What follows belongs to an exercise in optimizing a design on an open flow for small area; a production flow would make more cautious choices.
RTL that was checked went through simulation tests only; none was proved equivalent to the original.
Only the layout flow was run in run 3; the RTL was not checked for function there.
Power figures rest on the tool's default switching activity, not on a simulated workload.

**flow/config.mk**
```make
export PLATFORM = sky130hd
export DESIGN_NAME = pelcod_packer
export DESIGN_NICKNAME = pelcod_packer
export VERILOG_FILES = /design/flow/design.v
export SDC_FILE = /design/flow/constraint.sdc
export NUM_CORES = 4
export LEC_CHECK = 0
export ABC_AREA = 1
export CAP_MARGIN = 20
export CORE_MARGIN = 2
export CORE_UTILIZATION = 65
export SLEW_MARGIN = 20
```
**flow/constraint.sdc**
```tcl
create_clock -name core_clock -period 25.0 [get_ports {clk}]
set_input_delay 5.0000 -clock core_clock [delete_from_list [all_inputs] [get_ports {clk}]]
set_output_delay 5.0000 -clock core_clock [all_outputs]
set_load 0.01 [all_outputs]
```
**flow/design.v**
```verilog
module pelcod_scaler (
    input  wire [7:0] taps,      
    input  wire [1:0] t64,       
    input  wire       zm,        
    input  wire       mk4,       
    input  wire [1:0] mk32,      
    input  wire       mk64,      
    input  wire       mkzp,      
    input  wire       mkzn,      
    input  wire       neg,       
    input  wire [1:0] kd,        
    input  wire       ck,        
    input  wire [7:0] ckops,     
    input  wire [1:0] cy,        
    input  wire       odd,       
    input  wire       ph,        
    output wire [1:0] cy_n,
    output wire       ph_n,
    output wire [1:0] s,         
    output wire [1:0] u          
);
    wire [1:0] zn  = taps[7:6];
    wire [1:0] zp  = taps[5:4];
    wire [1:0] t4  = taps[3:2];
    wire [1:0] t32 = taps[1:0];
    wire [1:0] nn  = {2{neg}};
    wire [1:0] o1 = ck ? ckops[7:6] : zm ? (zp & {2{mkzp}})  : ((t4  & {2{mk4}}) ^ nn);
    wire [1:0] o2 = ck ? ckops[5:4] : zm ? ~(zn & {2{mkzn}}) : ((t32 & mk32) ^ nn);
    wire [1:0] o3 = ck ? ckops[3:2] : zm ? 2'b00             : ((t64 & {2{mk64}}) ^ nn);
    wire [1:0] o4 = ck ? ckops[1:0] : kd;
    wire [3:0] sum = {2'b00, o1} + {2'b00, o2} + {2'b00, o3} + {2'b00, o4} + {2'b00, cy};
    assign cy_n = sum[3:2];
    assign ph_n = sum[1];
    assign s    = sum[1:0];
    assign u    = odd ? {sum[0], ph} : sum[1:0];
endmodule
module pelcod_packer #(
    parameter RAW_MAX = 8
) (
    input  wire       clk,
    input  wire       rst,              
    input  wire [7:0] addr_i,           
    input  wire       sink_present_i,
    input  wire       cmd_valid,
    output wire       cmd_ready,
    input  wire [4:0] cmd_op,
    input  wire [31:0] cmd_arg,
    input  wire       raw_valid,
    output wire       raw_ready,
    input  wire [7:0] raw_data,
    input  wire       raw_last,
    input  wire       raw_none,
    output wire       snk_valid,
    input  wire       snk_ready,
    output wire [7:0] snk_data,
    output wire       snk_first,
    output wire       snk_last,
    output wire       snk_empty,
    input  wire       snk_done,
    input  wire       snk_fail,
    input  wire [7:0] snk_err,
    output wire       st_valid,
    output wire [2:0] st_code,
    output wire [7:0] st_err
);
    localparam [2:0] ST_OK          = 3'd0;
    localparam [2:0] ST_ILLEGAL_OP  = 3'd1;
    localparam [2:0] ST_ILLEGAL_ARG = 3'd2;
    localparam [2:0] ST_SINK_ABSENT = 3'd3;
    localparam [2:0] ST_SINK_FAIL   = 3'd4;
    localparam [2:0] S_IDLE = 3'd0;     
    localparam [2:0] S_RAW  = 3'd1;     
    localparam [2:0] S_SEND = 3'd2;     
    localparam [2:0] S_WAIT = 3'd3;     
    localparam [2:0] S_STAT = 3'd4;     
    localparam [2:0] K_0 = 3'd0, K_255 = 3'd1, K_35999 = 3'd2, K_65535 = 3'd3,
                     K_9000 = 3'd4, K_27000 = 3'd5;
    reg  [2:0]  state;
    reg  [7:0]  addr_q;
    reg  [63:0] B;
    reg  [4:0]  op_q;
    reg         first, empty;
    reg  [2:0]  ptr;                    
    reg  [1:0]  rs;                     
    reg  [4:0]  s;                      
    reg  [6:0]  X;                      
    reg         odd;
    reg  [1:0]  cy;
    reg         ph, eq;
    reg  [2:0]  kc;                     
    wire cmd_fire = cmd_valid && cmd_ready;
    wire [2:0] ptr_dec = ptr - 3'd1;
    wire raw_fire = raw_valid && raw_ready;
    wire snk_fire = snk_valid && snk_ready;
    wire [7:0]  E   = cmd_arg[30:23];
    wire [22:0] F   = cmd_arg[22:0];
    wire        sg  = cmd_arg[31];
    wire        fnz = |F;
    wire        nan  = (&E) & fnz;
    wire        zero = ~(|E) & ~fnz;
    wire        fge  = F[22:18] >= 5'd13;           
    wire        ge360 = (E > 8'd135) | ((E == 8'd135) & fge);
    wire        ge90  = (E > 8'd133) | ((E == 8'd133) & fge);
    wire        ge1   = E >= 8'd127;
    wire        tiny  = E < 8'd119;                 
    wire        tinyz = E < 8'd110;                 
    wire        hi8   = |cmd_arg[31:8];
    wire        hi16  = |cmd_arg[31:16];
    wire        gt35999 = hi16 | (cmd_arg[15:0] > 16'd35999);
    wire        is_float = (cmd_op == 5'h19) | (cmd_op == 5'h1A) | (cmd_op == 5'h1B);
    wire        illegal  = (cmd_op == 5'h0F) | (cmd_op >= 5'h1D);
    wire        is_raw   = (cmd_op == 5'h1C);
    reg         a_const, a_mul, a_zm, a_tpos, a_fix;
    reg  [2:0]  a_kc;
    always @(*) begin
        a_const = 1'b0;
        a_mul   = 1'b0;
        a_zm    = 1'b0;
        a_tpos  = 1'b0;
        a_fix   = 1'b0;
        a_kc    = K_0;
        case (cmd_op)
            5'h01, 5'h02, 5'h03, 5'h04, 5'h05, 5'h06, 5'h07, 5'h08: ;   
            5'h10, 5'h11, 5'h12: begin a_const = hi8;     a_kc = K_255;   end
            5'h13, 5'h14:        begin a_const = gt35999; a_kc = K_35999; end
            5'h15:               begin a_const = hi16;    a_kc = K_65535; end
            5'h19: begin
                if (sg | tiny)  a_const = 1'b1;
                else if (ge360) begin a_const = 1'b1; a_kc = K_35999; end
                else begin a_mul = 1'b1; a_fix = 1'b1; end
            end
            5'h1A: begin
                if (zero) a_const = 1'b1;
                else if (sg) begin
                    if (ge90)      begin a_const = 1'b1; a_kc = K_9000; end
                    else if (tiny) a_const = 1'b1;
                    else           a_mul = 1'b1;
                end else begin
                    if (ge90)      begin a_const = 1'b1; a_kc = K_27000; end
                    else if (tiny) begin a_const = 1'b1; a_kc = K_35999; end
                    else begin a_mul = 1'b1; a_tpos = 1'b1; a_fix = 1'b1; end
                end
            end
            5'h1B: begin
                if (sg | tinyz) a_const = 1'b1;
                else if (ge1)   begin a_const = 1'b1; a_kc = K_65535; end
                else begin a_mul = 1'b1; a_zm = 1'b1; end
            end
            default: a_const = 1'b1;                                  
        endcase
    end
    wire frame  = (op_q != 5'h1C);
    wire is_fl  = (op_q[4:2] == 3'b110) & (op_q[1] | op_q[0]);      
    wire m_const = ~(kc[2] & kc[1]);
    wire kflag   = ~kc[0];
    wire m_mul  = is_fl & ~m_const;
    wire zm     = m_mul & op_q[1] & op_q[0];
    wire tpos   = m_mul & (op_q == 5'h1A) & kflag;
    wire fixen  = m_mul & ((op_q == 5'h19) | kflag);
    wire sat6   = kflag;
    wire motion = (op_q >= 5'h01) & (op_q <= 5'h08);
    wire keep1  = (op_q == 5'h01) | (op_q == 5'h02) | ((op_q >= 5'h05) & (op_q <= 5'h08));
    wire keep2  = (op_q >= 5'h03) & (op_q <= 5'h08);
    wire [7:0] C1 = (op_q == 5'h0B) ? 8'h01 :
                    (op_q == 5'h0D) ? 8'h02 :
                    (op_q == 5'h0E) ? 8'h04 : 8'h00;
    wire [7:0] C2 = (op_q == 5'h01) ? 8'h04 :
                    (op_q == 5'h02) ? 8'h02 :
                    (op_q == 5'h03) ? 8'h08 :
                    (op_q == 5'h04) ? 8'h10 :
                    (op_q == 5'h05) ? 8'h0C :
                    (op_q == 5'h06) ? 8'h0A :
                    (op_q == 5'h07) ? 8'h14 :
                    (op_q == 5'h08) ? 8'h12 :
                    (op_q == 5'h09) ? 8'h20 :
                    (op_q == 5'h0A) ? 8'h40 :
                    (op_q == 5'h0C) ? 8'h80 :
                    (op_q == 5'h10) ? 8'h03 :
                    (op_q == 5'h11) ? 8'h05 :
                    (op_q == 5'h12) ? 8'h07 :
                    (op_q == 5'h13) ? 8'h4B :
                    (op_q == 5'h14) ? 8'h4D :
                    (op_q == 5'h15) ? 8'h4F :
                    (op_q == 5'h16) ? 8'h51 :
                    (op_q == 5'h17) ? 8'h53 :
                    (op_q == 5'h18) ? 8'h55 :
                    (op_q == 5'h19) ? 8'h4B :
                    (op_q == 5'h1A) ? 8'h4D :
                    (op_q == 5'h1B) ? 8'h4F : 8'h00;
    wire [7:0] c12 = C1 | C2;                       
    wire xhi  = X[6] & X[4];                        
    wire emit = xhi & ~X[3];
    wire d1ph = xhi & ~X[3] & X[2];
    wire ckph = xhi & X[3] & ~X[2];
    wire done = xhi & X[3] & X[2];
    wire comp = (state == S_SEND) & frame & ~done;
    wire [2:0] d = X[2:0];                          
    wire [1:0] t = d[1:0];
    wire [1:0] rnd = (X == 7'd79) ? (odd ? 2'b01 : 2'b10) : 2'b00;
    wire [17:0] k36  = {2'b00, 16'd36000};
    wire [1:0]  k36d = k36[{d, 1'b0} +: 2];
    wire [1:0]  wdig = odd ? k36[{d, 1'b0} + 5'd1 +: 2] : k36d;
    wire [1:0]  kd   = ~tpos ? rnd :
                       (s == 5'd0) ? 2'b11 :                
                       emit ? wdig : rnd;
    wire       fix  = eq & fixen;
    wire [7:0] k9f  = 8'h9F;
    wire [1:0] d2f  = fix ? k9f[{t, 1'b0} +: 2] : B[57:56];
    wire [1:0] cy_n, u_mul, ssum;
    wire       ph_n;
    pelcod_scaler u_scaler (
        .taps  ({B[23:22], B[7:6], B[5:4], B[2:1]}),
        .t64   (B[1:0]),
        .zm    (zm),
        .mk4   (~(s[4] | (s[3] & s[2] & (s[1] | s[0])))),    
        .mk32  ({~(s[4] | (s[3] & s[2] & s[1])),              
                 ~(s[4] | (&s[3:0]))}),                        
        .mk64  (~(s[4] | (&s[3:0]))),
        .mkzp  (~(s[4] | (s[3] & s[2]))),
        .mkzn  (~(s[4] | s[3] | s[2])),
        .neg   (tpos),
        .kd    (kd),
        .ck    (ckph),
        .ckops ({addr_q[{t, 1'b0} +: 2], c12[{t, 1'b0} +: 2], d2f, B[49:48]}),
        .cy    (cy),
        .odd   (odd),
        .ph    (ph),
        .cy_n  (cy_n),
        .ph_n  (ph_n),
        .s     (ssum),
        .u     (u_mul)
    );
    wire [15:0] kval = (kc == K_255)   ? 16'd255 :
                       (kc == K_35999) ? 16'd35999 :
                       (kc == K_65535) ? 16'd65535 :
                       (kc == K_9000)  ? 16'd9000 :
                       (kc == K_27000) ? 16'd27000 : 16'd0;
    wire [1:0] kdig  = kval[{d, 1'b0} +: 2];
    wire [1:0] s6dig = (d >= 3'd3) ? 2'b00 : (B[7:6] | {2{sat6}});
    wire [1:0] u = m_const ? kdig :
                   motion  ? s6dig :
                   m_mul   ? u_mul : B[7:6];
    wire s_ge4    = |s[4:2];
    wire dready   = s_ge4 | (first & (ptr[0] | empty));
    wire hdr      = frame & (~ptr[2] | (ptr == 3'd4));       
    wire rotating = (state == S_SEND) & ~hdr & (~frame | done) & ~dready;
    wire [1:0] top_in = rotating ? B[1:0] : d1ph ? (B[57:56] & {2{~motion | keep2}}) :
                        ckph ? ssum : u;
    wire [1:0] in55   = (comp & d1ph) ? (motion ? (B[57:56] & {2{keep1}}) : u) :
                        (comp & ckph) ? d2f : B[57:56];
    wire s_ge3  = (s >= 5'd3);
    wire raw_ld = raw_fire & ~raw_none;
    wire raw_sh = (state == S_RAW) & ~raw_fire & ~s_ge3;
    wire sh_top = raw_sh | comp | rotating;         
    wire sh_low = raw_sh | comp | rotating | raw_ld;
    wire ld8    = raw_ld | ((state == S_WAIT) & snk_done);
    always @(posedge clk) begin
        if (ld8)
            B[63:56] <= (state == S_RAW) ? raw_data : snk_err;
        else if (sh_top)
            B[63:56] <= {top_in, B[63:58]};
        if (cmd_fire)
            B[29:0] <= {1'b1, cmd_arg[22:0], 6'b000000};
        else if (sh_low)
            B[29:0] <= B[31:2];
        if (sh_low)
            B[55:30] <= {in55, B[55:32]};
    end
    always @(posedge clk) begin
        if (cmd_fire) begin
            op_q    <= cmd_op;
            first   <= 1'b1;
            empty   <= 1'b0;
            ptr     <= is_raw ? 3'd0 : 3'd1;
            rs      <= 2'b10;                   
            s       <= is_raw ? 5'd3 : 5'd0;
            X       <= a_mul ? E[7:1] + (a_zm ? 7'd13 : 7'd5) : 7'd80;
            odd     <= a_mul & E[0];
            cy      <= {1'b0, a_zm & ~(|cmd_arg[15:0])};
            eq      <= 1'b1;
            kc      <= illegal                      ? ST_ILLEGAL_OP :
                       (is_float & nan)             ? ST_ILLEGAL_ARG :
                       (~is_raw & ~sink_present_i)  ? ST_SINK_ABSENT :
                       a_const ? a_kc : {2'b11, ~(a_tpos | (|cmd_arg[7:6] & ~is_float))};
        end else begin
            if (raw_fire) begin
                kc    <= ST_SINK_ABSENT;               
                s     <= 5'd0;
                first <= 1'b1;
                empty <= raw_none;
                if (~raw_none)
                    ptr <= ptr_dec;
                rs <= ptr_dec[0] ? ptr_dec[2:1] : ptr_dec[2:1] - 2'd1;
            end else if (s != 5'd31)
                s <= s + 5'd1;
            if (snk_done && state == S_WAIT)
                kc <= snk_fail ? ST_SINK_FAIL : ST_OK;
            if (snk_fire) begin
                first <= 1'b0;
                ptr   <= ptr + 3'd1;
                if (~hdr)
                    s <= 5'd0;
            end
            if (comp) begin
                X  <= X + 7'd1;
                cy <= (d1ph & (&X[1:0])) ? 2'b00 : cy_n;    
                ph <= ph_n;
                if (emit)
                    eq <= eq & (u == k36d);
            end
        end
    end
    always @(posedge clk) begin
        if (rst) begin
            state  <= S_IDLE;
            addr_q <= addr_i;
        end else begin
            case (state)
                S_IDLE: begin
                    if (cmd_valid) begin
                        if (illegal) begin
                            state   <= S_STAT;
                        end else if (is_float & nan) begin
                            state   <= S_STAT;
                        end else if (is_raw) begin
                            state   <= S_RAW;
                        end else if (!sink_present_i) begin
                            state   <= S_STAT;
                        end else begin
                            state   <= S_SEND;
                        end
                    end
                end
                S_RAW: begin
                    if (raw_fire && (raw_none || raw_last)) begin
                        if (sink_present_i)
                            state <= S_SEND;
                        else begin
                            state   <= S_STAT;
                        end
                    end
                end
                S_SEND: begin
                    if (snk_fire && snk_last)
                        state <= S_WAIT;
                end
                S_WAIT: begin
                    if (snk_done) begin
                        state   <= S_STAT;
                    end
                end
                S_STAT: state <= S_IDLE;
                default: state <= S_IDLE;
            endcase
        end
    end
    reg sched;
    always @(*) begin
        case (ptr)
            3'd1:    sched = (s >= 5'd5);
            3'd2:    sched = (s >= 5'd11);
            3'd3:    sched = (s >= 5'd17);
            default: sched = (s >= 5'd23);
        endcase
    end
    reg [7:0] hbyte;
    always @(*) begin
        case (ptr[1:0])
            2'd1:    hbyte = 8'hFF;
            2'd2:    hbyte = addr_q;
            2'd3:    hbyte = C1;
            default: hbyte = C2;
        endcase
    end
    assign cmd_ready = (state == S_IDLE);
    assign raw_ready = (state == S_RAW) & s_ge3;
    assign st_valid  = (state == S_STAT);
    assign st_code   = kc;
    assign st_err    = B[63:56] & {8{kc[2]}};
    assign snk_valid = (state == S_SEND) & (hdr ? (sched | done) : ((~frame | done) & dready));
    assign snk_data  = hdr ? hbyte : B[{rs, 1'b1, 3'b000} +: 8];
    assign snk_first = first;
    assign snk_last  = empty | (~hdr & (ptr == 3'd7));
    assign snk_empty = empty;
endmodule
```
**flow/flow/run.sh**
```bash
#!/bin/bash
# Layout flow: the standard flow (standard.sh) with three changes.
#  1. Synthesis: the standard synthesis script, but ORFS's scripts are
#     taken from a copy in which the adder extraction (extract_fa and the
#     adder techmap) and the Kogge-Stone carry-lookahead map are left out,
#     and ABC maps with flow/abc_area.script. Registers are untouched:
#     they are mapped by the same dfflibmap before ABC runs.
#  2. Port buffers use sky130_fd_sc_hd__buf_1.
#  3. The clock tree is built from clkbuf_8 without dummy loads.
# Each step's output goes to a log file of its own in this folder.
set -euo pipefail
here=$(pwd)
rm -rf "$here/scripts_mod"
cp -r "$FLOW_HOME/scripts" "$here/scripts_mod"
cp "$here/flow/abc_area.script" "$here/scripts_mod/abc_area.script"
cp "$here/flow/abc_area.script" "$here/scripts_mod/abc_speed.script"
sed -i 's|"-extra-map $::env(FLOW_HOME)/platforms/common/lcu_kogge_stone.v"|""|' "$here/scripts_mod/synth.tcl"
sed -i 's|^\(\s*\)extract_fa |\1#extract_fa |; s|^\(\s*\)techmap -map $::env(ADDER_MAP_FILE)|\1#techmap -map $::env(ADDER_MAP_FILE)|' "$here/scripts_mod/synth.tcl"
grep -q '#extract_fa' "$here/scripts_mod/synth.tcl"
SCRIPTS_DIR="$here/scripts_mod" bash standard.sh synth > "$here/log_synth.txt" 2>&1
export BUFFER_PORTS_ARGS="-buffer_cell sky130_fd_sc_hd__buf_1"
export CTS_ARGS="-sink_clustering_enable -repair_clock_nets -buf_list sky130_fd_sc_hd__clkbuf_8 -dont_use_dummy_load"
bash standard.sh > "$here/log_layout.txt" 2>&1
```
**flow/flow/abc_area.script**
```
strash
&get -n
&fraig -x
&put
scorr
dc2
strash
&get -n
&deepsyn -T 120
&put
strash
&get -n
&dch -f
&nf -R 1000
&put
topo
```
**flow/standard.sh**
```bash
#!/bin/bash
# synth_recipe.tcl (not shown) runs the flow's synth.tcl, then flattens the netlist and writes it again
# the make line also repeats each setting of config.mk as NAME=value (left out here)
make -C /OpenROAD-flow-scripts/flow DESIGN_CONFIG=/design/flow/config.mk WORK_HOME=/design/flow/orfs CLKGATE_MAP_FILE= SYNTH_SCRIPT=/design/flow/synth_recipe.tcl "${@:-finish}"
```
==> run summary, run 1 <==
outcome finished clean; sequential element share of the synthesized area between 40% and 50%; type of element capturing the critical path output pin; number of nets in the final layout slightly above 800; xor/xnor share of the synthesized area between 2 and 3%; Clock Sink Count ~110; final critical-path setup slack between 15 and 20 ns; Data required, critical path 20.00 ns; count of H-tree levels built during CTS 3; Max Clk Rate roughly 120 MHz; simple-gate share of the synthesized area 21.3%; effective utilization at floorplan 66.3%; Power Dens Cells about 71 mW/mm^2; Seq cells post-synth 107; setup total negative slack 0 ns; minimum clock period 8.41 ns; clock latency reported for the late side of the worst-skew pair about 0.37 ns; warning count from the yosys run 1; pin count of the biggest net entering global routing 57; number of global-route vias before repair ~5600; Setup CP Type register to output pin; fraction of synthesis flops using an asynchronous set or reset pin 0%; number of fill cells in the layout 657; Static Leak approximately 2.2 nW; worst max-slew margin expressed relative to the limit 39.0%; ratio of cells with drive above 1 in the final layout under 10%; antenna violations before repair 0; CORE AREA 0.00915 sq mm; total setup buffers inserted after CTS 0; synth unique cells 58; ANT nets after route 0; Final period util approximately a third; cell count after synthesis 628; path class of the lowest-slack min-delay path register to register; Starting DRT DRC Count approximately 750; synthesized cell area between 0.006 and 0.007 sq mm; fraction of the mapped netlist area in compound gates ~24%; Final Total Pwr about 0.48 mW; synthesized area per cell 9.67 sq um; count of buffers inserted at the top-level ports between 90 and 100; setup repair after global routing missed its margin no; Max Root-Sink Buffers 2; filler-free cell count of the finished design 847; max-slew violation count 0; startpoint class of the critical path register; worst-path fanout max 8; Ant. Diodes 0; Vias 6124; global placement routability congestion 1.05; number of max-capacitance violations reported 0; x dimension of the die slightly above 100 microns; area overhead of the layout relative to synthesis 10.6%; count of boundary I/O pins 97; CTS clock-pin slew for the worst setup and hold paths approximately 0.11 ns; routed wire length 18.9 mm; critical path arrival around 3.4 ns; total instance count after detailed placement about 840; overall global routing resource usage around 37%; post-synthesis share of cell area spent on full adders, half adders and majority gates less than 1%; cts repair resizes 0; Die Y between 100 and 150 microns; hold violation total from the final report 0; Num CTS Buffers 9; Setup Skew ~0.037 ns; number of rows created at floorplan 35; worst hold-check slack slightly above 0.4 ns; main combinational cell family by area after synthesis compound AO/OA/AOI/OAI gates; Hold Buf Count CTS 0; detail-routed via count per cell around 7.2; final core utilization between 70% and 80%; drt first pass iters 6; CTS tree done; half-perimeter wire length of the detailed placement result around 14 mm; DRC 0; predominant post-synthesis flop cell edfxtp_1; clock root buffer clkbuf_8; gr ovfl total 0; fraction of synthesized area in multiplexers under 10%; worst IR drop on VDD roughly 40 uV; wire length of the first global-routing pass 29.0 mm; transition at the pin with the smallest max-transition slack roughly 0.91 ns; Setup-failing EPs final 0; standard cell area after detailed placement approximately 0.0066 sq mm; Final Instance Area 0.00672 sq mm; area of the die 0.0101 sq mm; net count of the mapped netlist about 700; Post-synth EDFFs 86; post-placement worst setup slack around 17 ns; post-DR wirelength/cell 22.3 microns
[logic make-up after synthesis]
kind of cell	count (synthesis)
AO/OA/AOI/OAI	216
buffers and inverters	16
flip-flops	107
multiplexers	5
adder cells (fa/ha/maj)	1
AND/OR/NAND/NOR	265
XOR/XNOR	18
[state kept, by name, summed over array words and instances, names as in the netlist]
signal	cells
B	64
addr_q	8
X	7
op_q	5
s	5
kc	3
ptr	3
state	3
cy	2
rs	2
empty	1
eq	1
first	1
odd	1
ph	1
[worst max-delay path, cell delays in order (launching register included)]
cell and delay (ns):
edfxtp_1 0.54, clkinv_1 0.17, nor2_1 0.33, clkinv_1 0.14
a21boi_0 0.27, a31oi_1 0.17, a32oi_1 0.34, a21boi_0 0.18
a21o_1 0.20, a21oi_1 0.34, o22ai_1 0.19, buf_1 0.16
[final timing paths]
kind | from | endpoint | slack, ns | depth (start not counted)
min reg2reg | B[53]$_DFFE_PN_ | B[51]$_DFFE_PN_ | 0.41 | 0
max | op_q[3]$_DFFE_PP_ | snk_data[1] | 16.59 | 11
min | B[53]$_DFFE_PN_ | B[51]$_DFFE_PN_ | 0.41 | 0
max reg2reg | op_q[3]$_DFFE_PP_ | B[63]$_DFFE_PP_ | 19.52 | 21
[power breakdown]
part           internal (mW)  switching (mW)
Clock                 0.0325          0.0527
Combinational         0.0495          0.0918
Sequential             0.224          0.0299
Total                  0.306           0.174
[layout make-up]
cell class | count | area (sq um) | area share (%)
multi-input cells | 505 | 3010 | 44.8
flip-flops and latches | 107 | 3000 | 44.7
repair buffers | 99 | 383 | 5.70
well taps | 111 | 139 | 2.07
clock buffers | 9 | 124 | 1.84
inverters | 16 | 60.1 | 0.894
[synthesized netlist by cell type, drive strengths merged, types with 13 or more instances]
master / number / share of area, %
dfxtp: 21 / 6.9
edfxtp: 86 / 43
nand2b: 15 / 1.5
nand3: 27 / 2.2
nand2: 74 / 4.6
a21oi: 45 / 3.7
nor2: 53 / 3.3
o22ai: 13 / 1.3
and2: 17 / 1.8
o21ai: 44 / 3.6
nor3: 21 / 1.7
clkinv: 16 / 0.99
a22o: 30 / 4.3
[metal layers]
metal  share of wire (%)  global-route usage [%]  up-vias  routed length (microns)
li1                    -                       -     2676                        -
met4                 5.3                    17.6        0                      995
met2                  45                    59.5      553                     8450
met5                   0                       0        -                        0
met3                  13                    7.14      106                     2410
met1                  37                    49.7     2789                     7020
[layout by cell type (no fill, tap or decap), drive strengths merged, types with 5 or more instances in the layout]
cell type / synthesis / final
buf: 0 / 99
edfxtp: 86 / 86
nand2: 74 / 74
nor2: 53 / 53
a21oi: 45 / 45
o21ai: 44 / 44
a22o: 30 / 30
nand3: 27 / 27
dfxtp: 21 / 21
nor3: 21 / 21
and2: 17 / 17
clkinv: 16 / 16
nand2b: 15 / 15
o22ai: 13 / 13
nor2b: 12 / 12
nand4: 12 / 12
a22oi: 11 / 11
nor4: 10 / 10
xnor2: 10 / 10
clkbuf: 0 / 9
xor2: 8 / 8
and3: 7 / 7
a31oi: 6 / 6
a211oi: 6 / 6
o221ai: 6 / 6
a31o: 5 / 5
a21boi: 5 / 5
or2: 5 / 5
==> run 2, diff against run 1 <==
--- a/flow/design.v
+++ b/flow/design.v
@@ -356,11 +356,5 @@
     end
-    reg sched;
-    always @(*) begin
-        case (ptr)
-            3'd1:    sched = (s >= 5'd5);
-            3'd2:    sched = (s >= 5'd11);
-            3'd3:    sched = (s >= 5'd17);
-            default: sched = (s >= 5'd23);
-        endcase
-    end
+    wire sched = (ptr == 3'd1) ? (|s[4:2]) :
+                 (ptr == 3'd2) ? (s[4] | (s[3] & s[2])) :
+                 (ptr == 3'd3) ? s[4] : (s[4] & s[3]);
     reg [7:0] hbyte;
==> flow/flow/abc_area.script (replaced) <==
strash
&get -n
&fraig -x
&put
scorr
dc2
strash
&get -n
&deepsyn -T 300
&put
strash
&get -n
&dch -f
&nf -R 1000
&put
topo
--- a/flow/config.mk
+++ b/flow/config.mk
@@ -10,3 +10,3 @@
 export CORE_MARGIN = 2
-export CORE_UTILIZATION = 65
+export CORE_UTILIZATION = 50
 export SLEW_MARGIN = 20
==> run 2 against run 1 <==
Against the previous run: utilization decreased by 16 points; via count decreased by 6.6%; global-route usage decreased by 7.3 points; sequential share of layout area increased by 0.39 points; sequential cell count unchanged; clock skew decreased by 0.018 ns; area after synthesis decreased by 1.8%; total power increased by 6.3%; clock power decreased by 2%; hold slack got worse by 0.0024 ns; critical path depth decreased by 3.
==> run summary, run 2 <==
outcome finished clean; max-slew violation count 0 (unchanged); antenna violations before repair 0 (unchanged); number of rows created at floorplan 39 (+11%); max FFs per register 64 (unchanged); overall global routing resource usage 30.1% (-7.3 points); critical path buffer and inverter count 1 (-2); final critical-path setup slack 16.83 ns (+0.245 ns); ANT nets after route 0 (unchanged); Num CTS Buffers 9 (unchanged); post-DR wirelength/cell 21.9 microns (-1.7%); Vias 5722 (-6.6%); cts repair resizes 0 (unchanged); commonest cells after routing, fill and taps aside 96 x buf_1, 86 x edfxtp_1, 86 x nand2_1, 56 x nor2_1, 46 x a21oi_1; clock latency reported for the late side of the worst-skew pair 0.38 ns (about the same); startpoint class of the critical path register; ratio of cells with drive above 1 in the final layout 2.21% (+0.31 points); predominant post-synthesis flop cell edfxtp_1; global placement routability congestion 0.941 (-10%); ordered list of cells on the worst path nand2_1, nor3_1, nand2_1, and2_0, nor3_1, a222oi_1, nand3_1, buf_1; area overhead of the layout relative to synthesis 11.7%; leading post-synthesis cells by instance count 86 x edfxtp_1, 86 x nand2_1, 56 x nor2_1, 46 x a21oi_1; area of the die 0.0128 sq mm (+27%); Power Dens Cells 76.6 mW/mm^2 (+7.2%); Final period util 32.7% (-0.98 points); cell count after synthesis 615 (-2.1%); Final Total Pwr 0.510 mW (+6.3%); number of nets in the final layout 797 (-1.5%); hold violation total from the final report 0 (unchanged); Max stage delay cell, worst path nor3_1; total setup buffers inserted after CTS 0 (unchanged); register bank with the most flops B; Max Root-Sink Buffers 2 (unchanged); wire length of the first global-routing pass 29.2 mm (+0.95%); CTS clock-pin slew for the worst setup and hold paths 0.09 ns (-0.02 ns); post-placement worst setup slack 16.45 ns (-0.777 ns); setup repair after global routing missed its margin no; pin count of the biggest net entering global routing 59 (+3.5%); synthesized cell area 0.00596 sq mm (-1.8%); type of element capturing the critical path output pin; DRC 0 (unchanged); Max Clk Rate 122 MHz (+3.0%); CORE AREA 0.0115 sq mm (+26%); synthesized area per cell 9.69 sq um (+0.28%); worst-path fanout max 10 (+2); combined area of the multi-input logic cells 0.00292 sq mm (-2.9%); Data required, critical path 20.00 ns (about the same); number of global-route vias before repair 5259 (-6.7%); effective utilization at floorplan 51.8% (-15 points); number of max-capacitance violations reported 0 (unchanged); warning count from the yosys run 1 (unchanged); cell type contributing the most total cell area after synthesis edfxtp_1; Post-synth EDFFs 86 (unchanged); Die Y 113 microns (+12%); transition at the pin with the smallest max-transition slack 0.872 ns (-0.0389 ns); worst hold-check slack 0.411 ns (-0.00236 ns); worst IR drop on VDD 55.0 uV (+34%); clock root buffer clkbuf_8; Ant. Diodes 0 (unchanged); count of boundary I/O pins 97 (unchanged); detail-routed via count per cell 6.60 (-8.7%); number of fill cells in the layout 1048 (+60%); worst max-slew margin expressed relative to the limit 41.3% (+2.3 points); Static Leak 2.23 nW (+0.22%); synth unique cells 55 (-5.2%); Clock Sink Count 107 (unchanged); most common cell after layout, fill and taps aside buf_1; share of the synthesized area in the top cell type 43.3% (+0.78 points); ranking of synthesized cells by area edfxtp_1 43%, dfxtp_1 7.1%, nand2_1 5.4%; path class of the lowest-slack min-delay path register to register; Setup-failing EPs final 0 (unchanged); area occupied by registers 0.00300 sq mm (unchanged); Hold Buf Count CTS 0 (unchanged); fraction of synthesis flops using an asynchronous set or reset pin 0% (unchanged); Setup CP Type register to output pin; count of H-tree levels built during CTS 3 (unchanged); critical path arrival 3.17 ns (-0.24 ns); minimum clock period 8.17 ns (-0.245 ns); gr ovfl total 0 (unchanged); sequential element share of the synthesized area 50.4% (+0.90 points); setup total negative slack 0 ns (unchanged); CTS tree done; Final Instance Area 0.00666 sq mm (-0.86%); registers with the highest flip-flop counts B: 64 flops, addr_q: 8 flops, X: 7 flops; net count of the mapped netlist 686 (-1.9%); CP peak stage delay 0.55 ns (about the same); standard cell area after detailed placement 0.00653 sq mm (-0.91%); Seq cells post-synth 107 (unchanged); half-perimeter wire length of the detailed placement result 14.6 mm (+1.9%); Starting DRT DRC Count 625 (-16%); family with the most delay on the worst path simple AND/OR/NAND/NOR gates; routed wire length 19.0 mm (+0.60%); Setup Skew 0.0191 ns (-0.0182 ns); x dimension of the die 113 microns (+12%); count of buffers inserted at the top-level ports 96 (unchanged); drt first pass iters 17 (+11)
[run 2: cell types whose count changed after synthesis, sizes merged, moves of 6 or more]
cell / change
o21ai: -13
nand2: +12
nor3: +10
nand4: -9
a222oi: +6
[run 2: worst paths after layout]
check | start | to | slack [ns] | depth (start not counted)
hold / removal | B[36]$_DFFE_PN_ | B[34]$_DFFE_PN_ | 0.41 | 0
hold reg to reg | B[36]$_DFFE_PN_ | B[34]$_DFFE_PN_ | 0.41 | 0
setup reg to reg | op_q[1]$_DFFE_PP_ | B[63]$_DFFE_PP_ | 18.82 | 21
setup / recovery | op_q[3]$_DFFE_PP_ | snk_data[3] | 16.83 | 8
[run 2: stage by stage]
| step | std cells | utilization [%] |
|---|---|---|
| 2_1_floorplan | 615 | - |
| 3_3_place_gp | 858 | 56.7 |
| 3_5_place_dp | 858 | 56.7 |
| 4_1_cts | 867 | 57.8 |
| 5_1_grt | 867 | 57.8 |
| 6_report | 867 | 57.8 |
[run 2: metal layers]
metal / global-route usage [%] / vias up / routed length [microns]
li1: - / 2622 / -
met1: 42.9 / 2713 / 8130
met2: 45.3 / 346 / 8450
met3: 6.37 / 41 / 1820
met4: 11.9 / 0 / 598
met5: 0 / - / 0
[run 2: where the power goes]
group	switching (mW)	internal, mW	leakage [nW]
Clock	0.0511	0.0324	0.0647
Combinational	0.0996	0.0579	1.17
Sequential	0.0349	0.234	0.998
Total	0.186	0.324	2.23
[run 2: cell families after synthesis]
family / count (synthesis) / synth area share, %
AOI/OAI and AO/OA: 192 / 22.2
xor gates and xnor gates: 18 / 2.64
adders and majority gates: 1 / 0.168
buffers and inverters: 11 / 0.693
DFF: 107 / 50.4
muxes: 3 / 0.923
and+or+nand+nor: 283 / 23.0
[run 2: worst reg2reg max path: stages, from the launching register on]
cell and delay [ns]:
edfxtp_1 0.58, nor2b_1 0.28, nor3b_1 0.30, o31ai_1 0.20, nor3b_1 0.47, nand2_1 0.28, nor2_1 0.25, nand2_1 0.12
or3_1 0.42, a2bb2o_1 0.29, nand2_1 0.08, o221ai_1 0.27, xor2_1 0.25, xor2_1 0.23, nor2b_1 0.24, xnor2_1 0.13
xor2_1 0.20, nor3_1 0.15, nor2_1 0.07, nor4_1 0.59, o21ai_0 0.20, a221o_1 0.34
[run 2: cell type report]
type | instances | share of cell area (%)
inverters | 11 | 0.620
repair buffers | 100 | 5.86
multi-input cells | 497 | 43.9
clock buffers | 9 | 1.86
flip-flops and latches | 107 | 45.1
well taps | 143 | 2.69
==> run 3, diff against run 2 <==
--- a/flow/design.v
+++ b/flow/design.v
@@ -1,9 +1,10 @@
 module pelcod_scaler (
-    input  wire [7:0] taps,      
+    input  wire [1:0] t1,        
+    input  wire [1:0] tz,        
+    input  wire [1:0] t32,       
     input  wire [1:0] t64,       
     input  wire       zm,        
-    input  wire       mk4,       
+    input  wire       mk1,       
     input  wire [1:0] mk32,      
     input  wire       mk64,      
-    input  wire       mkzp,      
     input  wire       mkzn,      
@@ -21,9 +22,5 @@
 );
-    wire [1:0] zn  = taps[7:6];
-    wire [1:0] zp  = taps[5:4];
-    wire [1:0] t4  = taps[3:2];
-    wire [1:0] t32 = taps[1:0];
-    wire [1:0] nn  = {2{neg}};
-    wire [1:0] o1 = ck ? ckops[7:6] : zm ? (zp & {2{mkzp}})  : ((t4  & {2{mk4}}) ^ nn);
-    wire [1:0] o2 = ck ? ckops[5:4] : zm ? ~(zn & {2{mkzn}}) : ((t32 & mk32) ^ nn);
+    wire [1:0] nn = {2{neg}};
+    wire [1:0] o1 = ck ? ckops[7:6] : ((t1 & {2{mk1}}) ^ nn);
+    wire [1:0] o2 = ck ? ckops[5:4] : zm ? ~(tz & {2{mkzn}}) : ((t32 & mk32) ^ nn);
     wire [1:0] o3 = ck ? ckops[3:2] : zm ? 2'b00             : ((t64 & {2{mk64}}) ^ nn);
@@ -203,3 +200,2 @@
     wire [1:0]  kd   = ~tpos ? rnd :
-                       (s == 5'd0) ? 2'b11 :                
                        emit ? wdig : rnd;
@@ -211,10 +207,11 @@
     pelcod_scaler u_scaler (
-        .taps  ({B[23:22], B[7:6], B[5:4], B[2:1]}),
-        .t64   (B[1:0]),
+        .t1    (B[7:6]),
+        .tz    (B[23:22]),
+        .t32   (B[4:3]),
+        .t64   (B[3:2]),
         .zm    (zm),
-        .mk4   (~(s[4] | (s[3] & s[2] & (s[1] | s[0])))),    
-        .mk32  ({~(s[4] | (s[3] & s[2] & s[1])),              
-                 ~(s[4] | (&s[3:0]))}),                        
-        .mk64  (~(s[4] | (&s[3:0]))),
-        .mkzp  (~(s[4] | (s[3] & s[2]))),
+        .mk1   (~(s[4] | (s[3] & s[2]))),                     
+        .mk32  ({~(s[4] | (s[3] & s[2] & (s[1] | s[0]))),     
+                 ~(s[4] | (s[3] & s[2] & s[1]))}),             
+        .mk64  (~(s[4] | (s[3] & s[2] & s[1]))),
         .mkzn  (~(s[4] | s[3] | s[2])),
@@ -262,5 +259,7 @@
         if (cmd_fire)
-            B[29:0] <= {1'b1, cmd_arg[22:0], 6'b000000};
+            B[29:2] <= {1'b1, cmd_arg[22:0], 4'b0000};
         else if (sh_low)
-            B[29:0] <= B[31:2];
+            B[29:2] <= B[31:4];
+        if (sh_low)
+            B[1:0] <= B[3:2];
         if (sh_low)
@@ -276,5 +275,5 @@
             s       <= is_raw ? 5'd3 : 5'd0;
-            X       <= a_mul ? E[7:1] + (a_zm ? 7'd13 : 7'd5) : 7'd80;
+            X       <= a_mul ? E[7:1] + (a_zm ? 7'd13 : 7'd6) : 7'd80;
             odd     <= a_mul & E[0];
-            cy      <= {1'b0, a_zm & ~(|cmd_arg[15:0])};
+            cy      <= a_tpos ? 2'b11 : {1'b0, a_zm & ~(|cmd_arg[15:0])};    
             eq      <= 1'b1;
--- a/flow/flow/run.sh
+++ b/flow/flow/run.sh
@@ -21,3 +21,3 @@
 export BUFFER_PORTS_ARGS="-buffer_cell sky130_fd_sc_hd__buf_1"
-export CTS_ARGS="-sink_clustering_enable -repair_clock_nets -buf_list sky130_fd_sc_hd__clkbuf_8 -dont_use_dummy_load"
+export CTS_ARGS="-sink_clustering_enable -repair_clock_nets -buf_list sky130_fd_sc_hd__clkbuf_8 -dont_use_dummy_load -sink_clustering_size 30 -sink_clustering_max_diameter 100"
 bash standard.sh > "$here/log_layout.txt" 2>&1
==> flow/flow/abc_area.script (replaced) <==
strash
&get -n
&fraig -x
&put
scorr
dc2
strash
&get -n
&deepsyn -T 30
&put
strash
&get -n
&dch -f
&nf -R 1000
&put
topo
==> run 3 against run 2 <==
Against the previous run: first-iteration DRC count is 7.4% higher; still clean; via count is 1.2% higher; clock skew is 0.0032 ns higher; sequential cell count stayed put; critical path type unchanged; global-route usage is 0.25 points higher; clock-buffer cell count stayed put; highest routed layer unchanged; fmax is 1.8% higher.
==> run summary, run 3 <==
Hold Buf Count CTS 0 (unchanged); standard cell area after detailed placement 0.00664 sq mm (+1.6%); hold violation total from the final report 0 (unchanged); commonest cells after routing, fill and taps aside 96 x buf_1, 89 x edfxtp_1, 85 x nand2_1, 68 x nor2_1, 51 x a21oi_1; ratio of cells with drive above 1 in the final layout 2.14% (-0.068 points); Seq cells post-synth 107 (unchanged); area of the die 0.0130 sq mm (+1.8%); max-slew violation count 0 (unchanged); x dimension of the die 114 microns (+0.90%); Starting DRT DRC Count 671 (+7.4%); global placement routability congestion 0.978 (+3.9%); startpoint class of the critical path register; Num CTS Buffers 9 (unchanged); predominant post-synthesis flop cell edfxtp_1; worst-path fanout max 12 (+2); met3 usage 4.50% (-1.9 points); family with the most delay on the worst path compound AO/OA/AOI/OAI gates; net count of the mapped netlist 711 (+3.6%); count of boundary I/O pins 97 (unchanged); Most Used Layer, Global Route met2; wire length of the first global-routing pass 29.7 mm (+1.4%); synth unique cells 51 (-7.3%); pin count of the biggest net entering global routing 58 (-1.7%); Setup Skew 0.0223 ns (+0.00320 ns); Data required, critical path 20.00 ns (about the same); detail-routed via count per cell 6.48 (-1.9%); number of max-capacitance violations reported 0 (unchanged); ANT nets after route 0 (unchanged); leading post-synthesis cells by instance count 89 x edfxtp_1, 86 x nand2_1, 68 x nor2_1, 51 x a21oi_1, 44 x o21ai_0; Clock Sink Count 107 (unchanged); CTS clock-pin slew for the worst setup and hold paths 0.10 ns (about the same); post-DR wirelength/cell 21.7 microns (-0.97%); Vias 5789 (+1.2%); sequential element share of the synthesized area 49.9% (-0.43 points); synthesized cell area 0.00607 sq mm (+1.9%); setup repair after global routing missed its margin no; cell count after synthesis 640 (+4.1%); library cell with the highest instance count after synthesis edfxtp_1; fraction of synthesis flops using an asynchronous set or reset pin 0% (unchanged); half-perimeter wire length of the detailed placement result 15.0 mm (+2.9%); most common cell after layout, fill and taps aside buf_1; final critical-path setup slack 16.98 ns (+0.143 ns); critical path buffer and inverter count 1 (unchanged); Setup CP Type register to output pin; synthesized area per cell 9.49 sq um (-2.1%); max FFs per register 64 (unchanged); outcome finished clean; Max stage delay cell, worst path edfxtp_1; Setup-failing EPs final 0 (unchanged); cell type contributing the most total cell area after synthesis edfxtp_1; antenna violations before repair 0 (unchanged); total setup buffers inserted after CTS 0 (unchanged); routed wire length 19.4 mm (+2.1%); gr ovfl total 0 (unchanged); path class of the lowest-slack min-delay path register to register; register bank with the most flops B; DRC 0 (unchanged); CORE AREA 0.0119 sq mm (+3.4%); launch point of the worst path op_q[4]$_DFFE_PP_; post-placement worst setup slack 16.81 ns (+0.356 ns); area overhead of the layout relative to synthesis 11.4%; overall global routing resource usage 30.4% (+0.25 points); Post-synth EDFFs 89 (+3.5%); grt met2 use 47.1% (+1.8 points); setup total negative slack 0 ns (unchanged); ordered list of cells on the worst path nor2_1, a21oi_1, o21ai_0, o311ai_0, or2_0, o21ai_0, nand2_1, a31oi_1, buf_1; CP peak stage delay 0.60 ns (+0.05 ns); Final period util 32.1% (-0.57 points); worst IR drop on VDD 63.8 uV (+16%); number of rows created at floorplan 40 (+2.6%); Worst path most repeated cell o21ai_0; Power Dens Cells 134 mW/mm^2 (+74%); launch instance of the worst register-to-register path op_q[4]$_DFFE_PP_; share of the synthesized area in the top cell type 44.0% (+0.69 points); Max Clk Rate 125 MHz (+1.8%); count of buffers inserted at the top-level ports 96 (unchanged); global-route track usage on met1 44.3% (+1.4 points); type of element capturing the critical path output pin; clock root buffer clkbuf_8; critical path arrival 3.02 ns (-0.15 ns); clock latency reported for the late side of the worst-skew pair 0.38 ns (about the same); registers with the highest flip-flop counts B: 64 flops, addr_q: 8 flops, X: 7 flops; effective utilization at floorplan 51.0% (-0.78 points); ranking of synthesized cells by area edfxtp_1 44%, dfxtp_1 5.9%, nand2_1 5.3%; Max Root-Sink Buffers 2 (unchanged); number of global-route vias before repair 5373 (+2.2%); drt first pass iters 6 (-11); warning count from the yosys run 1 (unchanged); count of H-tree levels built during CTS 3 (unchanged); cts repair resizes 0 (unchanged); Ant. Diodes 0 (unchanged); worst hold-check slack 0.420 ns (+0.00892 ns); worst max-slew margin expressed relative to the limit 38.8% (-2.5 points); transition at the pin with the smallest max-transition slack 0.895 ns (+0.0228 ns); Final Instance Area 0.00676 sq mm (+1.6%); minimum clock period 8.02 ns (-0.143 ns); number of nets in the final layout 820 (+2.9%); CTS tree done; source of the worst hold timing path B[34]$_DFFE_PN_; Static Leak 2.26 nW (+1.1%); Die Y 114 microns (+0.90%)
==> run 3: where the power goes <==
part / switching [mW] / total, mW / internal (mW)
clock: 0.0547 / 0.0872 / 0.0325
sequential: 0.0849 / 0.392 / 0.307
combinational: 0.271 / 0.424 / 0.153
total: 0.410 / 0.903 / 0.493
==> run 3: logic make-up after synthesis <==
kind of cell | after synthesis | synth area share, %
compound gates | 197 | 21.3
mux | 6 | 1.83
buf+inv | 19 | 1.17
flops | 107 | 49.9
simple gates | 288 | 22.4
fa+ha+maj | 1 | 0.165
xor+xnor | 22 | 3.17
==> run 3: layer usage <==
layer	routed length, microns	up-vias	part of all wire (%)
li1	-	2674	-
met1	8520	2764	44
met2	8820	308	45
met3	1560	43	8.0
met4	497	0	2.6
met5	0	-	0
==> run 3: layout make-up <==
cell class / count / area, sq um
Fill cell: 1117 / 5150
Sequential cell: 107 / 3030
Multi-Input combinational cell: 514 / 2980
Timing Repair Buffer: 98 / 375
Tap cell: 147 / 184
Clock buffer: 9 / 124
Inverter: 19 / 71.3
==> run 3: path summary, 6_finish.rpt <==
| check | end | slack, ns | depth (start not counted) |
|---|---|---|---|
| max | snk_data[1] | 16.98 | 9 |
| min | B[32]$_DFFE_PN_ | 0.42 | 0 |
| max reg2reg | B[63]$_DFFE_PP_ | 19.32 | 20 |
| min reg2reg | B[32]$_DFFE_PN_ | 0.42 | 0 |
==> run 3: metrics by stage <==
stage          instances  power, mW  util [%]
3_5_place_dp         885      0.810      55.7
2_1_floorplan        640      0.658         -
5_1_grt              894      0.963      56.8
6_report             894      0.903      56.8
4_1_cts              894      0.897      56.7
3_3_place_gp         885      0.802      55.7
==> run 4, diff against run 3 <==
--- a/flow/design.v
+++ b/flow/design.v
@@ -81,4 +81,4 @@
     reg  [1:0]  rs;                     
-    reg  [4:0]  s;                      
-    reg  [6:0]  X;                      
+    reg  [3:0]  s;                      
+    reg  [4:0]  X;                      
     reg         odd;
@@ -187,3 +187,3 @@
     wire [7:0] c12 = C1 | C2;                       
-    wire xhi  = X[6] & X[4];                        
+    wire xhi  = X[4];                               
     wire emit = xhi & ~X[3];
@@ -195,3 +195,3 @@
     wire [1:0] t = d[1:0];
-    wire [1:0] rnd = (X == 7'd79) ? (odd ? 2'b01 : 2'b10) : 2'b00;
+    wire [1:0] rnd = (X == 5'd15) ? (odd ? 2'b01 : 2'b10) : 2'b00;
     wire [17:0] k36  = {2'b00, 16'd36000};
@@ -212,7 +212,7 @@
         .zm    (zm),
-        .mk1   (~(s[4] | (s[3] & s[2]))),                     
-        .mk32  ({~(s[4] | (s[3] & s[2] & (s[1] | s[0]))),     
-                 ~(s[4] | (s[3] & s[2] & s[1]))}),             
-        .mk64  (~(s[4] | (s[3] & s[2] & s[1]))),
-        .mkzn  (~(s[4] | s[3] | s[2])),
+        .mk1   (~(s[3] & s[2])),                              
+        .mk32  ({~(s[3] & s[2] & (s[1] | s[0])),              
+                 ~(s[3] & s[2] & s[1])}),                      
+        .mk64  (~(s[3] & s[2] & s[1])),
+        .mkzn  (~(s[3] | s[2])),
         .neg   (tpos),
@@ -239,3 +239,3 @@
                    m_mul   ? u_mul : B[7:6];
-    wire s_ge4    = |s[4:2];
+    wire s_ge4    = s[3] | s[2];
     wire dready   = s_ge4 | (first & (ptr[0] | empty));
@@ -247,3 +247,3 @@
                         (comp & ckph) ? d2f : B[57:56];
-    wire s_ge3  = (s >= 5'd3);
+    wire s_ge3  = s[3] | s[2] | (s[1] & s[0]);
     wire raw_ld = raw_fire & ~raw_none;
@@ -274,4 +274,4 @@
             rs      <= 2'b10;                   
-            s       <= is_raw ? 5'd3 : 5'd0;
-            X       <= a_mul ? E[7:1] + (a_zm ? 7'd13 : 7'd6) : 7'd80;
+            s       <= is_raw ? 4'd3 : 4'd0;
+            X       <= a_mul ? E[5:1] + (a_zm ? 5'd13 : 5'd6) : 5'd16;
             odd     <= a_mul & E[0];
@@ -286,3 +286,3 @@
                 kc    <= ST_SINK_ABSENT;               
-                s     <= 5'd0;
+                s     <= 4'd0;
                 first <= 1'b1;
@@ -292,4 +292,4 @@
                 rs <= ptr_dec[0] ? ptr_dec[2:1] : ptr_dec[2:1] - 2'd1;
-            end else if (s != 5'd31)
-                s <= s + 5'd1;
+            end else if (s != 4'd15)
+                s <= s + 4'd1;
             if (snk_done && state == S_WAIT)
@@ -300,6 +300,6 @@
                 if (~hdr)
-                    s <= 5'd0;
+                    s <= 4'd0;
             end
             if (comp) begin
-                X  <= X + 7'd1;
+                X  <= X + 5'd1;
                 cy <= (d1ph & (&X[1:0])) ? 2'b00 : cy_n;    
@@ -355,5 +355,5 @@
     end
-    wire sched = (ptr == 3'd1) ? (|s[4:2]) :
-                 (ptr == 3'd2) ? (s[4] | (s[3] & s[2])) :
-                 (ptr == 3'd3) ? s[4] : (s[4] & s[3]);
+    wire sched = (ptr == 3'd1) ? (|X[4:2]) :
+                 (ptr == 3'd2) ? (X[4] | (X[3] & X[2])) :
+                 (ptr == 3'd3) ? X[4] : (X[4] & X[3]);
     reg [7:0] hbyte;
--- a/flow/flow/run.sh
+++ b/flow/flow/run.sh
@@ -21,3 +21,3 @@
 export BUFFER_PORTS_ARGS="-buffer_cell sky130_fd_sc_hd__buf_1"
-export CTS_ARGS="-sink_clustering_enable -repair_clock_nets -buf_list sky130_fd_sc_hd__clkbuf_8 -dont_use_dummy_load -sink_clustering_size 30 -sink_clustering_max_diameter 100"
+export CTS_ARGS="-sink_clustering_enable -repair_clock_nets -buf_list sky130_fd_sc_hd__clkbuf_8 -dont_use_dummy_load"
 bash standard.sh > "$here/log_layout.txt" 2>&1
==> flow/flow/abc_area.script (replaced) <==
strash
&get -n
&fraig -x
&put
scorr
dc2
strash
&get -n
&deepsyn -T 300
&put
strash
&get -n
&dch -f
&nf -R 1000
&put
topo
==> run 4 against run 3 <==
Against the previous run: still clean on timing, DRC and antenna; die area fell by 3.7%; fmax fell by 1.8%; register-to-register slack improved by 0.24 ns; global-route usage fell by 1.4 points; critical path depth fell by 2; critical endpoint is now snk_data[6]; highest routed layer unchanged.
==> run summary, run 4 <==
final critical-path setup slack 16.83 ns (-0.146 ns); worst-path fanout max 10 (-2); CTS tree done; half-perimeter wire length of the detailed placement result 13.6 mm (-9.0%); area overhead of the layout relative to synthesis 12.3%; Max Root-Sink Buffers 2 (unchanged); leading post-synthesis cells by instance count 87 x edfxtp_1, 79 x nand2_1, 57 x nor2_1, 41 x o21ai_0, 33 x a21oi_1; net count of the mapped netlist 670 (-5.8%); count of boundary I/O pins 97 (unchanged); minimum setup slack among reg-to-reg paths 19.56 ns (+0.24 ns); CORE AREA 0.0114 sq mm (-4.1%); overall global routing resource usage 29.0% (-1.4 points); Pint 0.321 mW (-35%); ranking of synthesized cells by area edfxtp_1 45%, dfxtp_1 5.8%, nand2_1 5.1%; Clk pwr share 16.8% (+7.1 points); startpoint class of the critical path register; ordered list of cells on the worst path nor2_1, and4_1, a21oi_1, nor3_1, a222oi_1, nand3_1, buf_1; ratio of cells with drive above 1 in the final layout 2.53% (+0.39 points); post-placement worst setup slack 17.06 ns (+0.258 ns); cell count after synthesis 599 (-6.4%); sequential element share of the synthesized area 50.5% (+0.61 points); reported net switching power 0.191 mW (-53%); x dimension of the die 112 microns (-1.9%); Num CTS Buffers 9 (unchanged); number of global-route vias before repair 4987 (-7.2%); DRC 0 (unchanged); count of H-tree levels built during CTS 3 (unchanged); filler-free cell count of the finished design 854 (-4.5%); Final Total Pwr 0.512 mW (-43%); routed wire length 18.2 mm (-6.3%); family with the most delay on the worst path simple AND/OR/NAND/NOR gates; global placement routability congestion 0.962 (-1.7%); type of element capturing the critical path output pin; drt first pass iters 6 (unchanged); fraction of synthesis flops using an asynchronous set or reset pin 0% (unchanged); Starting DRT DRC Count 729 (+8.6%); CTS clock-pin slew for the worst setup and hold paths 0.10 ns (about the same); power share of the combinational group 32.6% (-14 points); Switching Fraction 37.4% (-8.1 points); path class of the lowest-slack min-delay path register to register; Setup Skew 0.0284 ns (+0.00611 ns); library cell with the highest instance count after synthesis edfxtp_1; sequential group share of total power 50.5% (+7.1 points); Hold Buf Count CTS 0 (unchanged); share of the synthesized area in the top cell type 44.7% (+0.72 points); Ant. Diodes 0 (unchanged); cell type contributing the most total cell area after synthesis edfxtp_1; synthesized area per cell 9.75 sq um (+2.8%); warning count from the yosys run 1 (unchanged); registers with the highest flip-flop counts B: 64 flops, addr_q: 8 flops; Static Leak 2.17 nW (-3.8%); pin count of the biggest net entering global routing 59 (+1.7%); synthesized cell area 0.00584 sq mm (-3.8%); synth unique cells 57 (+12%); gr ovfl total 0 (unchanged); standard cell area after detailed placement 0.00644 sq mm (-3.0%); hold violation total from the final report 0 (unchanged); post-DR wirelength/cell 21.3 microns (-1.9%); worst max-slew margin expressed relative to the limit 35.2% (-3.6 points); worst IR drop on VDD 58.9 uV (-7.6%); most common cell after layout, fill and taps aside buf_1; Final Instance Area 0.00656 sq mm (-3.0%); outcome finished clean; Max Clk Rate 122 MHz (-1.8%); number of rows created at floorplan 39 (-2.5%); detail-routed via count per cell 6.56 (+1.3%); CP peak stage delay 0.80 ns (+0.20 ns); clock latency reported for the late side of the worst-skew pair 0.39 ns (about the same); effective utilization at floorplan 51.2% (+0.17 points); ANT nets after route 0 (unchanged); max FFs per register 64 (unchanged); predominant post-synthesis flop cell edfxtp_1; total instance count after detailed placement 845 (-4.5%); clock root buffer clkbuf_8; Vias 5604 (-3.2%); count of buffers inserted at the top-level ports 96 (unchanged); Setup CP Type register to output pin; number of nets in the final layout 784 (-4.4%); Die Y 112 microns (-1.9%); Seq cells post-synth 104 (-2.8%); Max stage delay cell, worst path nor3_1; total setup buffers inserted after CTS 0 (unchanged); commonest cells after routing, fill and taps aside 96 x buf_1, 87 x edfxtp_1, 78 x nand2_1, 57 x nor2_1, 41 x o21ai_0; Clock Sink Count 104 (-2.8%); area of the die 0.0126 sq mm (-3.7%); cts repair resizes 0 (unchanged); critical path arrival 3.17 ns (+0.15 ns); register bank with the most flops B; minimum clock period 8.17 ns (+0.146 ns); antenna violations before repair 0 (unchanged); Final period util 32.7% (+0.58 points); number of max-capacitance violations reported 0 (unchanged); max-slew violation count 0 (unchanged); setup total negative slack 0 ns (unchanged); Power Dens Cells 78.0 mW/mm^2 (-42%); setup repair after global routing missed its margin no; Setup-failing EPs final 0 (unchanged); transition at the pin with the smallest max-transition slack 0.965 ns (+0.0693 ns); Data required, critical path 20.00 ns (about the same); critical path buffer and inverter count 1 (unchanged); Post-synth EDFFs 87 (-2.2%); wire length of the first global-routing pass 27.7 mm (-6.5%)
==> run 4: cell types whose count changed after synthesis, moves of 7 or more <==
| cell | before | now |
|---|---|---|
| nor2_1 | 68 | 57 |
| a222oi_1 | 0 | 10 |
| nand2_1 | 86 | 79 |
| xnor2_1 | 15 | 8 |
| o22ai_1 | 14 | 3 |
| a21oi_1 | 51 | 33 |
==> run 4: power by group through the flow <==
stage | sequential, mW | combinational (mW) | clock [mW]
2_1_floorplan | 0.248 | 0.117 | 0
3_3_place_gp | 0.261 | 0.161 | 0
3_5_place_dp | 0.261 | 0.165 | 0
4_1_cts | 0.258 | 0.166 | 0.0869
5_1_grt | 0.262 | 0.185 | 0.0929
6_report | 0.259 | 0.167 | 0.0862
==> run 4: path summary, 6_finish.rpt <==
path	startpoint	to	depth (start not counted)
worst min register to register	B[34]$_DFFE_PN_	B[32]$_DFFE_PN_	0
worst max-delay path	op_q[1]$_DFFE_PP_	snk_data[6]	7
worst min-delay path	B[34]$_DFFE_PN_	B[32]$_DFFE_PN_	0
worst max register to register	op_q[1]$_DFFE_PP_	B[63]$_DFFE_PP_	22
==> run 4: worst reg2reg max path: cells and delay by family, from the launching register on <==
| family | cells | cell delay (ns) |
|---|---|---|
| AND/OR/NAND/NOR | 12 | 2.53 |
| buffers and inverters | 1 | 0.21 |
| flip-flops | 1 | 0.53 |
| XOR/XNOR | 3 | 0.57 |
| AO/OA/AOI/OAI | 6 | 1.34 |
==> run 4: layout make-up <==
class                   count  area (sq um)
clock buffers               9           124
fillers                  1055          4860
inverters                  19          71.3
multi-input cells         476          2820
flip-flops and latches    104          2950
well taps                 143           179
repair buffers            103           413
==> run 4: per-stage QoR <==
step | util, % | hold slack, ns
2_1_floorplan | - | 0.400
6_report | 57.5 | 0.428
4_1_cts | 57.5 | 0.426
5_1_grt | 57.5 | 0.433
3_3_place_gp | 56.4 | 0.404
3_5_place_dp | 56.4 | 0.407
==> run 4: routing by layer <==
metal	GRT usage [%]	routed length, microns	vias to the layer above
met1	42.6	7820	2706
met3	5.45	1740	21
met2	44.6	8330	310
met4	7.56	274	0
met5	0	0	-
li1	-	-	2567
==> run 4: kinds of logic (layout without fill, tap and decap cells) <==
kind of cell	Yosys count	count (layout)	share of synthesized area [%]
AOI/OAI and AO/OA	181	181	21.7
xor gates and xnor gates	18	18	2.70
adders and majority gates	1	1	0.171
buffers and inverters	19	131	1.22
DFF	104	104	50.5
muxes	4	4	0.900
and+or+nand+nor	272	272	22.7
==> run 5, diff against run 4 <==
--- a/flow/design.v
+++ b/flow/design.v
@@ -85,3 +85,3 @@
     reg  [1:0]  cy;
-    reg         ph, eq;
+    reg         ph;
     reg  [2:0]  kc;                     
@@ -98,3 +98,3 @@
     wire        fge  = F[22:18] >= 5'd13;           
-    wire        ge360 = (E > 8'd135) | ((E == 8'd135) & fge);
+    wire        ge360 = (E > 8'd135) | ((E == 8'd135) & (F >= 23'h33FF5D));
     wire        ge90  = (E > 8'd133) | ((E == 8'd133) & fge);
@@ -102,2 +102,3 @@
     wire        tiny  = E < 8'd119;                 
+    wire        tinyt = tiny | ((E == 8'd119) & (F <= 23'h23D70A));
     wire        tinyz = E < 8'd110;                 
@@ -136,3 +137,3 @@
                     if (ge90)      begin a_const = 1'b1; a_kc = K_27000; end
-                    else if (tiny) begin a_const = 1'b1; a_kc = K_35999; end
+                    else if (tinyt) begin a_const = 1'b1; a_kc = K_35999; end
                     else begin a_mul = 1'b1; a_tpos = 1'b1; a_fix = 1'b1; end
@@ -155,3 +156,2 @@
     wire tpos   = m_mul & (op_q == 5'h1A) & kflag;
-    wire fixen  = m_mul & ((op_q == 5'h19) | kflag);
     wire sat6   = kflag;
@@ -201,5 +201,2 @@
                        emit ? wdig : rnd;
-    wire       fix  = eq & fixen;
-    wire [7:0] k9f  = 8'h9F;
-    wire [1:0] d2f  = fix ? k9f[{t, 1'b0} +: 2] : B[57:56];
     wire [1:0] cy_n, u_mul, ssum;
@@ -220,3 +217,3 @@
         .ck    (ckph),
-        .ckops ({addr_q[{t, 1'b0} +: 2], c12[{t, 1'b0} +: 2], d2f, B[49:48]}),
+        .ckops ({addr_q[{t, 1'b0} +: 2], c12[{t, 1'b0} +: 2], B[57:56], B[49:48]}),
         .cy    (cy),
@@ -246,3 +243,3 @@
     wire [1:0] in55   = (comp & d1ph) ? (motion ? (B[57:56] & {2{keep1}}) : u) :
-                        (comp & ckph) ? d2f : B[57:56];
+                        B[57:56];
     wire s_ge3  = s[3] | s[2] | (s[1] & s[0]);
@@ -278,3 +275,2 @@
             cy      <= a_tpos ? 2'b11 : {1'b0, a_zm & ~(|cmd_arg[15:0])};    
-            eq      <= 1'b1;
             kc      <= illegal                      ? ST_ILLEGAL_OP :
@@ -306,4 +302,2 @@
                 ph <= ph_n;
-                if (emit)
-                    eq <= eq & (u == k36d);
             end
==> run 5 against run 4 <==
Against the previous run: via count increased by 1.2%; global-route usage is 1.7 points higher; cell count rose by 0.70%; first-iteration DRC count shrank 14%; utilization down 0.055 points; total power grew 76%; clock power is 3.6% lower; final area about the same; sequential cell count shrank 1; critical path depth is 2 higher.
==> run summary, run 5 <==
outcome finished clean; path class of the lowest-slack min-delay path register to register; max-slew violation count 0 (unchanged); worst max-slew margin expressed relative to the limit 25.1% (-10 points); ranking of synthesized cells by area edfxtp_1 44%, dfxtp_1 5.5%, nand2_1 5.2%; Final Total Pwr 0.901 mW (+76%); type of element capturing the critical path output pin; standard cell area after detailed placement 0.00643 sq mm (about the same); count of H-tree levels built during CTS 3 (unchanged); commonest cells after routing, fill and taps aside 96 x buf_1, 87 x edfxtp_1, 81 x nand2_1, 64 x nor2_1, 42 x a21oi_1; Data required, critical path 20.00 ns (about the same); most common cell after layout, fill and taps aside buf_1; Seq cells post-synth 103 (-0.96%); antenna violations before repair 0 (unchanged); Num CTS Buffers 9 (unchanged); launch instance of the worst register-to-register path op_q[0]$_DFFE_PP_; predominant post-synthesis flop cell edfxtp_1; startpoint class of the critical path register; Setup CP Type register to output pin; transition at the pin with the smallest max-transition slack 1.12 ns (+0.155 ns); detail-routed via count per cell 6.59 (+0.49%); worst hold-check slack 0.412 ns (-0.0165 ns); x dimension of the die 112 microns (+0.27%); Static Leak 2.23 nW (+2.6%); worst IR drop on VDD 143 uV (+140%); max FFs per register 64 (unchanged); half-perimeter wire length of the detailed placement result 15.1 mm (+11%); synthesized cell area 0.00587 sq mm (+0.56%); register bank with the most flops B; critical path arrival 3.07 ns (-0.10 ns); Post-synth EDFFs 87 (unchanged); pin count of the biggest net entering global routing 59 (unchanged); warning count from the yosys run 1 (unchanged); Clock Sink Count 103 (-0.96%); cell count after synthesis 610 (+1.8%); Max Root-Sink Buffers 2 (unchanged); Final Instance Area 0.00655 sq mm (about the same); drt first pass iters 8 (+2); ANT nets after route 0 (unchanged); CTS clock-pin slew for the worst setup and hold paths 0.09 ns (about the same); number of rows created at floorplan 39 (unchanged); library cell with the highest instance count after synthesis edfxtp_1; sequential element share of the synthesized area 49.9% (-0.62 points); clock latency reported for the late side of the worst-skew pair 0.39 ns (about the same); number of nets in the final layout 790 (+0.77%); CTS tree done; Final period util 32.3% (-0.38 points); global placement routability congestion 1.01 (+4.7%); Hold Buf Count CTS 0 (unchanged); gr ovfl total 0 (unchanged); final critical-path setup slack 16.93 ns (+0.0961 ns); synth unique cells 54 (-5.3%); Die Y 112 microns (+0.27%); registers with the highest flip-flop counts B: 64 flops, addr_q: 8 flops; routed wire length 19.3 mm (+6.2%); wire length of the first global-routing pass 29.6 mm (+6.7%); share of the synthesized area in the top cell type 44.5% (-0.25 points); effective utilization at floorplan 51.4% (+0.28 points); fraction of synthesis flops using an asynchronous set or reset pin 0% (unchanged); post-DR wirelength/cell 22.4 microns (+5.5%); clock root buffer clkbuf_8; cts repair resizes 0 (unchanged); area overhead of the layout relative to synthesis 11.6%; overall global routing resource usage 30.7% (+1.7 points); area of the die 0.0126 sq mm (+0.54%); hold violation total from the final report 0 (unchanged); Power Dens Cells 137 mW/mm^2 (+76%); post-placement worst setup slack 16.94 ns (-0.129 ns); synthesized area per cell 9.63 sq um (-1.3%); number of global-route vias before repair 5328 (+6.8%); setup total negative slack 0 ns (unchanged); source of the worst hold timing path B[54]$_DFFE_PN_; launch point of the worst path op_q[0]$_DFFE_PP_; total setup buffers inserted after CTS 0 (unchanged); setup repair after global routing missed its margin no; total instance count after detailed placement 851 (+0.71%); count of boundary I/O pins 97 (unchanged); Starting DRT DRC Count 625 (-14%); count of buffers inserted at the top-level ports 96 (unchanged); DRC 0 (unchanged); worst-path fanout max 8 (-2); number of max-capacitance violations reported 0 (unchanged); minimum clock period 8.07 ns (-0.0961 ns); Vias 5671 (+1.2%); Max Clk Rate 124 MHz (+1.2%); cell type contributing the most total cell area after synthesis edfxtp_1; Setup-failing EPs final 0 (unchanged); final core utilization 57.4% (about the same); leading post-synthesis cells by instance count 87 x edfxtp_1, 81 x nand2_1, 64 x nor2_1, 42 x a21oi_1, 40 x o21ai_0; ratio of cells with drive above 1 in the final layout 1.67% (-0.86 points); filler-free cell count of the finished design 860 (+0.70%); Ant. Diodes 0 (unchanged); Setup Skew 0.0412 ns (+0.0128 ns); net count of the mapped netlist 681 (+1.6%); CORE AREA 0.0114 sq mm (unchanged)
[run 5: cell types whose count changed after synthesis, sizes merged, moves of 4 or more]
cell    delta
a21oi      +9
nor3b      -5
o211ai     -4
a211oi     -7
o22ai      +7
nand3     -12
a31oi      +4
nor2       +7
o41ai      +4
nand2b     +5
[run 5: path summary, 6_finish.rpt]
kind,to,slack (ns),cells past startpoint
hold / removal,B[52]$_DFFE_PN_,0.41,0
setup / recovery,snk_data[7],16.93,9
hold reg to reg,B[52]$_DFFE_PN_,0.41,0
setup reg to reg,B[28]$_DFFE_PP_,19.95,12
[run 5: routing by layer]
metal	part of all wire [%]	GRT usage (%)	wire (microns)
met1	41	41.6	8000
met2	45	47.1	8620
met3	9.6	7.61	1850
met4	4.3	13.4	832
met5	0	0	0
[run 5: where the power goes]
| group | internal [mW] | switching (mW) | total, mW |
|---|---|---|---|
| Combinational | 0.153 | 0.279 | 0.432 |
| Clock | 0.0324 | 0.0507 | 0.0831 |
| Sequential | 0.304 | 0.0819 | 0.386 |
| Total | 0.490 | 0.411 | 0.901 |
[run 5: critical path: stages, from the launching register on]
cell and delay, ns:
edfxtp_1 0.51, nor2_1 0.32, nand3_1 0.18, nor2_1 0.34
a21oi_1 0.24, or3_1 0.47, o21ai_0 0.24, nor3_1 0.10
a21o_1 0.18, buf_1 0.13
[run 5: cell type report]
class	count	area, sq um
clock buffer	9	124
fill	1037	4860
inverter	16	60.1
multi-input combinational	491	2880
sequential	103	2930
tap	143	179
timing repair buffer	98	375
[run 5: kinds of logic (layout without fill, tap and decap cells)]
family	after synthesis	count (layout)	synth area share, %
and+or+nand+nor	267	267	21.8
AOI/OAI and AO/OA	201	201	23.7
DFF	103	103	49.9
xor gates and xnor gates	19	19	2.83
buffers and inverters	16	123	1.02
muxes	3	3	0.511
adders and majority gates	1	1	0.170

==> static timing again, ports no longer ideal <==
The flow's constraints put no driver on any port. The routed layouts listed below were extracted and timed again, unchanged, in two steps. Step 1 sets driving cells, clkbuf_16 on the clock port and buf_2 on the other inputs (assumed; they add their load-dependent delay and slew). Step 2 times the ports against the registers' clock, not the clock port: input delays grow and output delays shrink by t, the midpoint of the rising clock arrivals with the driver on. a / b / c = no drivers / after step 1 / after step 2; a / b = the first two.
run	shift t [ns]	setup slack, ns	hold WS [ns]	pins driven straight from the clock port
run 1	0.387	16.588 / 16.555 / 16.942	0.413 / 0.413 / 0.413	1
run 2	0.405	16.834 / 16.797 / 16.917	0.411 / 0.411 / 0.411	1
run 3	0.410	16.976 / 16.938 / 17.199	0.420 / 0.420 / 0.420	1
run 4	0.409	16.830 / 16.793 / 17.065	0.428 / 0.428 / 0.428	1
run 5	0.408	16.926 / 16.890 / 16.894	0.412 / 0.412 / 0.412	1
After both steps setup and hold are still met in every run listed. For run 5, which loses most, drivers alone change the setup slack by -0.036 ns; drivers and shift together by -0.032 ns.
